Source: an optimization exercise on an open RTL-to-GDS flow (aim: small area, a short achievable clock period and few clock cycles). Production flows keep margins and buffers that such runs may drop.
No functional check of the RTL was part of this run.
Power and IR drop assume default switching activity.

==> design/flow/flow/run.sh <==
#!/bin/bash
set -euo pipefail
export SETUP_SLACK_MARGIN=6
export BUFFER_PORTS_ARGS="-buffer_cell sky130_fd_sc_hd__buf_4"
bash standard.sh > standard.log 2>&1
==> design/flow/standard.sh <==
#!/bin/bash
# synth_recipe.tcl (not shown) runs the flow's synth.tcl, then flattens the netlist and writes it again
# the make line also repeats each setting of config.mk as NAME=value (left out here)
make -C /OpenROAD-flow-scripts/flow DESIGN_CONFIG=/design/flow/config.mk WORK_HOME=/design/flow/orfs CLKGATE_MAP_FILE= SYNTH_SCRIPT=/design/flow/synth_recipe.tcl "${@:-finish}"
==> design/flow/config.mk <==
export PLATFORM = sky130hd
export DESIGN_NAME = anc_w334_to_gump
export DESIGN_NICKNAME = anc_w334_to_gump
export VERILOG_FILES = /design/flow/design.v
export SDC_FILE = /design/flow/constraint.sdc
export NUM_CORES = 4
export LEC_CHECK = 0
export ABC_CLOCK_PERIOD_IN_PS = 3000
export CAP_MARGIN = 20
export CORE_MARGIN = 2
export CORE_UTILIZATION = 40
export SLEW_MARGIN = 20
==> design/flow/constraint.sdc <==
create_clock -name core_clock -period 10.0 [get_ports {clk}]
set_input_delay 2.0000 -clock core_clock [delete_from_list [all_inputs] [get_ports {clk}]]
set_output_delay 2.0000 -clock core_clock [all_outputs]
set_load 0.01 [all_outputs]
==> design/flow/design.v <==
module anc_w334_to_gump (
    input  wire        clk,
    input  wire        rst,
    input  wire        in_valid,
    output wire        in_ready,
    input  wire [31:0] in_data,
    input  wire        in_two,
    input  wire        in_last,
    input  wire [12:0] in_loc,
    output wire        out_valid,
    input  wire        out_ready,
    output wire [31:0] out_data,
    output wire [1:0]  out_cnt
);
    localparam S  = 132;         
    localparam [7:0] SM1 = S - 1;
    localparam [7:0] SM2 = S - 2;
    localparam [7:0] SM3 = S - 3;
    function [7:0] modsub(input [7:0] a, input [7:0] b);
        reg [8:0] d;
        begin
            d = {1'b0, a} - {1'b0, b};
            modsub = d[8] ? d[7:0] + S : d[7:0];
        end
    endfunction
    reg  [15:0] ring [0:S-1];
    wire [15:0] rw = ring[S-1];      
    wire [15:0] rt = ring[S-2];      
    reg  [7:0] now;                  
    wire [7:0] now_inc = (now == SM1) ? 8'd0 : now + 8'd1;
    reg [12:0] q_loc0, q_loc1, q_loc2;
    reg [7:0]  q_th1, q_th2;
    reg [1:0]  q_cnt;
    reg [7:0]  hage;
    reg        hread;            
    wire q_head = (q_cnt != 2'd0);
    wire patch  = q_head && (hage[2:0] == 3'd0);       
    wire patch0 = patch && (hage[7:3] == 5'd0);
    wire h_tap  = q_head && (hage == SM1);             
    reg  [7:0] p_r;                  
    reg  [7:0] occ;                  
    reg  [5:0] ccnt;                 
    reg  [7:0] rj;                   
    reg  [7:0] rlast;                
    reg        rpar;                 
    reg  [7:0] rsum;
    reg  [6:0] rline;
    reg        ovalid;
    reg  [15:0] odata;
    reg        ocnt;
    wire r_start = (rj == 8'd0);
    wire c_z     = (ccnt == 6'd0);
    wire r_byp   = r_start && c_z && h_tap;
    wire r_ok    = !r_start || !c_z || h_tap;
    wire occ_z   = (occ == 8'd0);
    wire rd_pre  = (p_r == SM2) && !occ_z && r_ok;
    wire rd      = rd_pre && (!ovalid || out_ready);
    wire r_fin   = (rj == rlast) && (rj[7:2] != 6'd0 || rj[1:0] == 2'd3);
    wire [12:0] rloc = c_z ? q_loc0 : rt[12:0];
    wire [7:0]  rsum_a = rsum + rt[7:0];
    wire [7:0]  rsum_b = rsum_a + rt[15:8];
    reg        in_ready_r;
    reg  [7:0] p_w;                  
    reg  [8:0] wcount;               
    reg  [7:0] lo;                   
    reg        flushp;               
    reg  [7:0] dc;
    reg  [7:0] th;                   
    reg  [7:0] nsw;                  
    reg        rej_r;                
    reg        ibv;
    reg  [7:0] ib_a, ib_b;
    reg        ib_two, ib_last;
    reg [12:0] ib_loc;
    assign in_ready = in_ready_r;
    wire take = in_valid && in_ready_r;
    wire [7:0] wa = ib_a;
    wire [7:0] wb = ib_b;
    wire       in2 = ib_two;
    wire       inl = ib_last;
    wire       has_lo  = wcount[0];
    wire       discard = (wcount >= 9'd262);
    wire       w_at    = (p_w == SM1);
    wire       nsw_z   = (nsw == 8'd0);
    wire eq1  = (wcount == {1'b0, dc} + 9'd6);
    wire eq2  = (wcount == {1'b0, dc} + 9'd5);
    wire dc_k = (wcount >= 9'd6);
    wire w5   = (wcount == 9'd5);
    wire len_ok = dc_k ? (in2 ? eq2 : eq1) : (w5 && in2 && (wa == 8'd0));
    wire occ_S    = (occ == S);
    wire q_full   = (q_cnt == 2'd3);
    wire can_proc = !rej_r && !flushp && !q_full && (discard || (w_at && !occ_S));
    wire consume  = ibv && can_proc;
    wire end_pkt = consume && inl;
    wire reject  = end_pkt && (discard || !len_ok);
    wire accept  = end_pkt && !reject;
    wire bw       = has_lo || in2 || inl;               
    wire wr_beat  = consume && !discard && bw;
    wire wr_flush = flushp && !rej_r && w_at && !occ_S;
    wire wr       = wr_beat || wr_flush;
    wire [15:0] wslot = has_lo ? {wa, lo} : {wb, wa};
    always @(posedge clk)
        ring[0] <= wr_beat ? wslot : (patch0 ? {rw[15:13], q_loc0} : rw);
    genvar gi;
    generate
        for (gi = 1; gi < S; gi = gi + 1) begin : g_ring
            if (gi % 8 == 0) begin : g_patch
                always @(posedge clk)
                    ring[gi] <= (patch && hage[7:3] == gi / 8) ?
                                {ring[gi-1][15:13], q_loc0} : ring[gi-1];
            end else begin : g_plain
                always @(posedge clk)
                    ring[gi] <= ring[gi-1];
            end
        end
    endgenerate
    wire       pop   = patch;
    wire       c_inc = patch && !hread;
    wire       c_dec = rd && r_start && !r_byp;
    wire [5:0] ccnt_p1 = ccnt + 6'd1;
    wire [5:0] ccnt_m1 = ccnt - 6'd1;
    wire [7:0] hpos  = modsub(now, th);                
    wire [7:0] occ_p1 = occ + 8'd1;
    wire [7:0] occ_m1 = occ - 8'd1;
    wire [7:0] occ_r  = occ - nsw;                     
    wire [7:0] occ_rm = occ_r - 8'd1;
    wire [7:0] occ_n  = rej_r ? (rd ? occ_rm : occ_r) :
                        (wr && !rd) ? occ_p1 :
                        (rd && !wr) ? occ_m1 : occ;
    wire occ_Sm1 = (occ == SM1);
    wire full_n  = !rej_r && ((occ_S && (wr == rd)) || (occ_Sm1 && wr && !rd));
    wire flushp_n = (flushp && !wr_flush && !rej_r) || (accept && has_lo && in2);
    wire [7:0] nsw_n = (accept || rej_r) ? 8'd0 : wr_beat ? nsw + 8'd1 : nsw;
    wire realign  = occ_z && !wr && !rej_r && (nsw_n == 8'd0) && !flushp_n;
    wire [7:0] p_w_inc = (p_w == SM1) ? 8'd0 : p_w + 8'd1;
    wire [7:0] p_r_inc = (p_r == SM1) ? 8'd0 : p_r + 8'd1;
    wire [7:0] p_w_n   = realign ? SM1 : rej_r ? hpos : wr ? p_w : p_w_inc;
    wire [8:0] wc_p1 = wcount + 9'd1;
    wire [8:0] wc_p2 = wcount + 9'd2;
    wire [8:0] wcount_n = end_pkt ? 9'd0 :
                          (consume && !discard) ? (in2 ? wc_p2 : wc_p1) : wcount;
    wire [1:0] q_cnt_n  = q_cnt - {1'b0, pop} + {1'b0, accept};
    wire ibv_n      = take || (ibv && !consume);
    wire can_proc_n = !reject && !flushp_n && (q_cnt_n != 2'd3) &&
                      ((wcount_n >= 9'd262) || ((p_w_n == SM1) && !full_n));
    wire [7:0] hage_inc = (hage == SM1) ? 8'd0 : hage + 8'd1;
    wire [7:0] age_1    = modsub(now_inc, q_th1);      
    wire [7:0] age_new  = modsub(now_inc, th);         
    wire [1:0] q_left   = q_cnt - {1'b0, pop};         
    wire [7:0] hage_n   = (pop && q_cnt != 2'd1) ? age_1 :
                          (q_left == 2'd0)        ? age_new : hage_inc;
    always @(posedge clk) begin
        if (rst) begin
            now        <= 8'd0;
            q_cnt      <= 2'd0;
            p_r        <= SM1;
            p_w        <= SM1;
            occ        <= 8'd0;
            ccnt       <= 6'd0;
            rj         <= 8'd0;
            hread      <= 1'b0;
            ovalid     <= 1'b0;
            wcount     <= 9'd0;
            flushp     <= 1'b0;
            nsw        <= 8'd0;
            rej_r      <= 1'b0;
            ibv        <= 1'b0;
            in_ready_r <= 1'b1;
        end else begin
            now <= now_inc;
            if (pop) begin
                q_loc0 <= q_loc1;  q_loc1 <= q_loc2;
                q_th1  <= q_th2;
            end
            if (accept) begin
                case (q_left)
                    2'd0: q_loc0 <= ib_loc;
                    2'd1: begin q_loc1 <= ib_loc; q_th1 <= th; end
                    default: begin q_loc2 <= ib_loc; q_th2 <= th; end
                endcase
            end
            q_cnt <= q_cnt_n;
            hage  <= hage_n;
            if (c_inc && !c_dec)
                ccnt <= ccnt_p1;
            else if (c_dec && !c_inc)
                ccnt <= ccnt_m1;
            if (pop)
                hread <= 1'b0;
            else if (rd && r_byp)
                hread <= 1'b1;
            if (out_ready)
                ovalid <= 1'b0;
            if (rd) begin
                ovalid <= 1'b1;
                ocnt   <= 1'b1;
                rj     <= r_fin ? 8'd0 : rj + 8'd1;
                case (rj)
                    8'd0: begin
                        odata <= {2'b10, rloc[11], rloc[12], rloc[10:7], 8'hFF};
                        rline <= rloc[6:0];
                    end
                    8'd1: begin
                        odata <= {rt[15:8], 1'b0, rline};
                        rsum  <= rt[15:8];
                    end
                    8'd2: begin
                        odata <= rt;
                        rsum  <= rsum_b;
                        rlast <= {1'b0, rt[15:9]} + 8'd3;
                        rpar  <= rt[8];
                    end
                    default: begin
                        rsum <= rsum_b;
                        if (!r_fin)
                            odata <= rt;
                        else if (rpar)
                            odata <= {rsum_a, rt[7:0]};
                        else begin
                            odata <= {8'h00, rsum};
                            ocnt  <= 1'b0;
                        end
                    end
                endcase
            end
            occ <= occ_n;
            ibv <= ibv_n;
            if (consume)
                lo <= has_lo ? wb : wa;
            if (consume && w5)
                dc <= wa;
            if (consume && in2 && (wcount == 9'd4))
                dc <= wb;
            if (wr_beat && nsw_z)
                th <= now;
            wcount <= wcount_n;
            nsw    <= nsw_n;
            flushp <= flushp_n;
            rej_r  <= reject;
            p_w <= p_w_n;
            if (realign)
                p_r <= SM1;
            else if (!rd)
                p_r <= p_r_inc;
            in_ready_r <= !ibv_n || can_proc_n;
        end
    end
    always @(posedge clk) begin
        if (in_ready_r) begin
            ib_a    <= in_data[7:0];
            ib_b    <= in_data[23:16];
            ib_two  <= in_two;
            ib_last <= in_last;
            ib_loc  <= in_loc;
        end
    end
    assign out_valid = ovalid;
    assign out_data  = {16'b0, odata};
    assign out_cnt   = {1'b0, ocnt};
endmodule
==> notes.md <==
-- registers in the layout (all words and copies together), names as in the netlist, 7 cells and up --
register / count
dc: 8
hage: 8
ib_a: 8
ib_b: 8
ib_loc: 13
lo: 8
now: 8
nsw: 8
occ: 8
odata: 16
p_r: 8
p_w: 8
q_loc0: 13
q_loc1: 13
q_loc2: 13
q_th1: 8
q_th2: 8
ring: 2112
rj: 8
rlast: 8
rline: 7
rsum: 8
th: 8
wcount: 9
-- cell type report --
cell class | instances | area, um^2 | share of cell area
Clock inverter | 61 | 773.2 | 0.01114
Inverter | 71 | 274.0 | 0.003947
Sequential cell | 2342 | 48490 | 0.6985
Multi-Input combinational cell | 1386 | 10530 | 0.1517
Tap cell | 1930 | 2415 | 0.03479
Antenna cell | 5 | 12.51 | 0.0001802
Timing Repair Buffer | 104 | 828.3 | 0.01193
Clock buffer | 304 | 6098 | 0.08785
-- repair_timing --
| action | 4_1_cts | 5_1_grt |
|---|---|---|
| setup buffers | 3 | 17 |
| gates cloned | 0 | 2 |
| pin swaps | 2 | 8 |
| gates resized for setup | 12 | 20 |
| setup endpoints to repair | 14 | 10 |
-- synthesized netlist by cell type (11+ instances only) --
library cell,n,area [um^2]
buf_1,25,93.84
a221oi_1,11,96.34
edfxtp_1,159,4775
nand3_1,52,260.3
nor2_1,162,608.1
and3_1,18,112.6
buf_4,18,135.1
ha_1,86,1076
a211oi_1,30,225.2
xor2_1,39,341.6
o21ai_0,42,210.2
dfxtp_1,2183,43700
mux2i_1,73,730.7
mux2_2,219,2466
o211ai_1,12,90.09
nor3_1,34,170.2
nor2b_1,35,219.0
o21a_1,14,105.1
nand2_1,131,491.7
nor4_1,14,87.58
nand2b_1,14,87.58
and2_1,14,87.58
inv_1,67,251.5
a21o_1,19,142.6
a21oi_1,118,590.6
xnor2_1,78,683.2
clkbuf_1,78,292.8
-- logic make-up (layout without fill, tap and decap cells) --
| kind of cell | count (synthesis) | in the layout | synth area share |
|---|---|---|---|
| buf+inv | 197 | 540 | 0.01386 |
| simple gates | 536 | 536 | 0.04417 |
| xor+xnor | 117 | 117 | 0.01720 |
| fa+ha+maj | 94 | 94 | 0.02075 |
| flops | 2342 | 2342 | 0.8137 |
| mux | 293 | 293 | 0.05385 |
| other cells | 1 | 22 | 0.00006295 |
| compound gates | 329 | 329 | 0.03638 |
-- path summary, 6_finish.rpt --
kind | start | endpoint | slack, ps
worst min-delay path | ring[4][2]$_DFF_P_ | ring[5][2]$_DFF_P_ | 300
worst min register to register | ring[4][2]$_DFF_P_ | ring[5][2]$_DFF_P_ | 300
worst max-delay path | occ[3]$_SDFFE_PP0P_ | occ[7]$_SDFFE_PP0P_ | 6100
worst max register to register | occ[3]$_SDFFE_PP0P_ | occ[7]$_SDFFE_PP0P_ | 6100
-- critical path, stage by stage, from the launching register on --
cell	delay, ps
dfxtp_2	360
or4_4	570
nor4b_4	420
a311oi_2	80
buf_4	190
nand2_8	110
ha_4	180
inv_6	60
ha_1	260
a21o_1	190
a21oi_2	150
nor2b_1	60
o21a_1	190
o41a_1	340
mux2i_1	130
a31oi_1	160
mux2_1	330
-- stage by stage --
step	total power [W]	util	hold WS, ps	cell area [um^2]
floorplan	0.01141	-	309.6	59740
global placement	0.01173	0.4207	309.5	62200
detailed placement	0.01175	0.4207	312.1	62200
CTS	0.01955	0.4678	290.6	69160
global route	0.02016	0.4695	311.5	69410
finish	0.01935	0.4696	296.4	69420
-- per-layer routing --
layer / up-vias / GRT usage / wire (um)
met5: - / 0 / 11
met4: 2 / 0.04380 / 2355
met3: 187 / 0.03081 / 4436
met2: 486 / 0.1804 / 39390
met1: 12910 / 0.1879 / 50090
li1: 13440 / - / -
-- placed cells by master, fill, tap and decap left out, types with 78 or more instances in the layout --
master | synthesis | final
clkbuf_16 | 0 | 211
edfxtp_1 | 159 | 159
nor2_1 | 162 | 160
a21oi_1 | 118 | 115
mux2_2 | 219 | 219
buf_4 | 18 | 101
nand2_1 | 131 | 130
dfxtp_1 | 2183 | 2175
xnor2_1 | 78 | 78
ha_1 | 86 | 81
-- power groups by stage --
stage               combinational (W)  clock [W]  sequential (W)
finish                        0.00114    0.00775          0.0105
global route                  0.00126    0.00835          0.0105
CTS                           0.00110    0.00797          0.0105
detailed placement            0.00107          0          0.0107
global placement              0.00106          0          0.0107
floorplan                    0.000824          0          0.0106
==> results by group <==
Detailed routing
  • Residual DRC: 0
  • Drt first-iter violations: 1220
  • Remaining antenna violation count after routing: 0
  • WL final: 96280 um
  • First drt pass iteration count: 5
  • WL per Instance: 15.52 um
  • Via count: about 27000
  • Vias per cell: 4.356

Worst hold path
  • Hold Path Class: register to register
  • WHS Path Cells: 0

Timing
  • Setup TNS: 0 ps
  • Setup ws final: approximately 6100 ps
  • Worst-margin pin slew: 1254 ps
  • Endpoints failing setup: 0
  • Slew Viols, Final: 0
  • F_max: 256.5 MHz
  • Clock Skew: 51.27 ps
  • Endpoints failing hold: 0
  • Fin crit period: 3898 ps
  • Period utilisation layout: 0.3898
  • RSZ-0062 raised after global routing: yes
  • Worst slew margin: 0.1520

Placement
  • Pre-CTS setup slack: 5260 ps
  • Gp weighted congestion: 0.8103
  • Final HPWL DP: ~56000 um
  • Post-Place Cells: 5810
  • Port Buf Inserts: 53

Clock tree
  • Clock Path Buffers: 3
  • Clk latency of the worst-skew pair: 790 ps
  • CTS buffer count: 201
  • CTS root buf: clkbuf_16
  • Clock sink count: 2342
  • H-tree depth: 4
  • TritonCTS clock tree: done
  • Hold-fix buffers, CTS: 0
  • Clock transition at the registers of the reported paths: 60 ps

Worst setup path
  • Critical path capture point type: register
  • CP arrival: approximately 4500 ps
  • WP data required: 10640 ps
  • Register-to-Register Path Depth: 16
  • Worst Setup Start Kind: register
  • Crit Path Class: register to register
  • Crit-path max FO: 8

Floorplan
  • Total I/O pin count: 87
  • Die W: approximately 400 um
  • Overall die height: 389.9 um
  • FP Rows: 141
  • Initial core utilization: 0.4030
  • Die ar.: 0.1520 mm^2
  • Core area: 0.1478 mm^2

Power and ir drop
  • Switching power total: 0.004178 W
  • Peak supply drop: 0.1620 mV
  • Sw Ratio: 0.2159
  • Pint: 0.01517 W
  • Logic pwr share: 0.059
  • PD cells: 278.8 mW/mm^2
  • Leakage power: between 20 and 30 nW
  • Sequential share of power: 0.541
  • Clock power share: 0.400

GRT
  • Initial antenna violation count: 7
  • GRT Overall Usage: 0.1271
  • Vias in the first global route: 26610
  • Largest net degree at the start of global routing: ~50
  • Final global-route overflow total: 0
  • First-pass GRT wire length: 150600 um

Layout
  • Final non-filler cell total: 6203
  • Layout fillers: 12760
  • Area delta synth->final: 16.53%
  • Nets: about 4300
  • Fraction of layout cells with a size suffix above 1: 0.1657

Status
  • Outcome: timing/DRC/antenna clean

Synthesis
  • Yosys warnings: 2
  • Netlist cell types: 87
  • Sequential-to-total area share from yosys stat: 0.8137
  • Post-Syn Area per Cell: 15.24 um^2
  • Synth Instances: between 3000 and 4000
  • #FFs+latches synth: 2342
  • Post-synth EDFFs: 159
  • Mapped Area: just under 0.06 mm^2
  • Dominant synthesized flop cell: dfxtp_1
  • FFs w/ async S/R, synth: 0

Flow run
  • Number of max-cap violations: 0

==> static timing again, ports no longer ideal <==
How much do the figures lean on ideal ports? The routed layout below was timed once more, with nothing changed but the port constraints. Step 1, drivers: a clkbuf_16 drives clk and a buf_2 each remaining input, both assumed. Step 2 times the ports against the registers' clock, not the clock port: input delays grow and output delays shrink by t, the midpoint of the rising clock arrivals with the driver on. a / b / c = ideal ports / drivers / drivers and shift; a / b = the first two.
shift t [ns]: 0.847
slack for setup (ns): 6.102 / 6.102 / 5.395
latest minus earliest clock arrival (ns): 0.052 / 0.052
slew at the worst register clock pin (ns): 0.07 / 0.07
worst data-port slew with drivers (ns): 0.06
After both steps setup and hold are still met in this run. For this run, drivers alone change the setup slack by 0.000 ns; drivers and shift together by -0.707 ns.
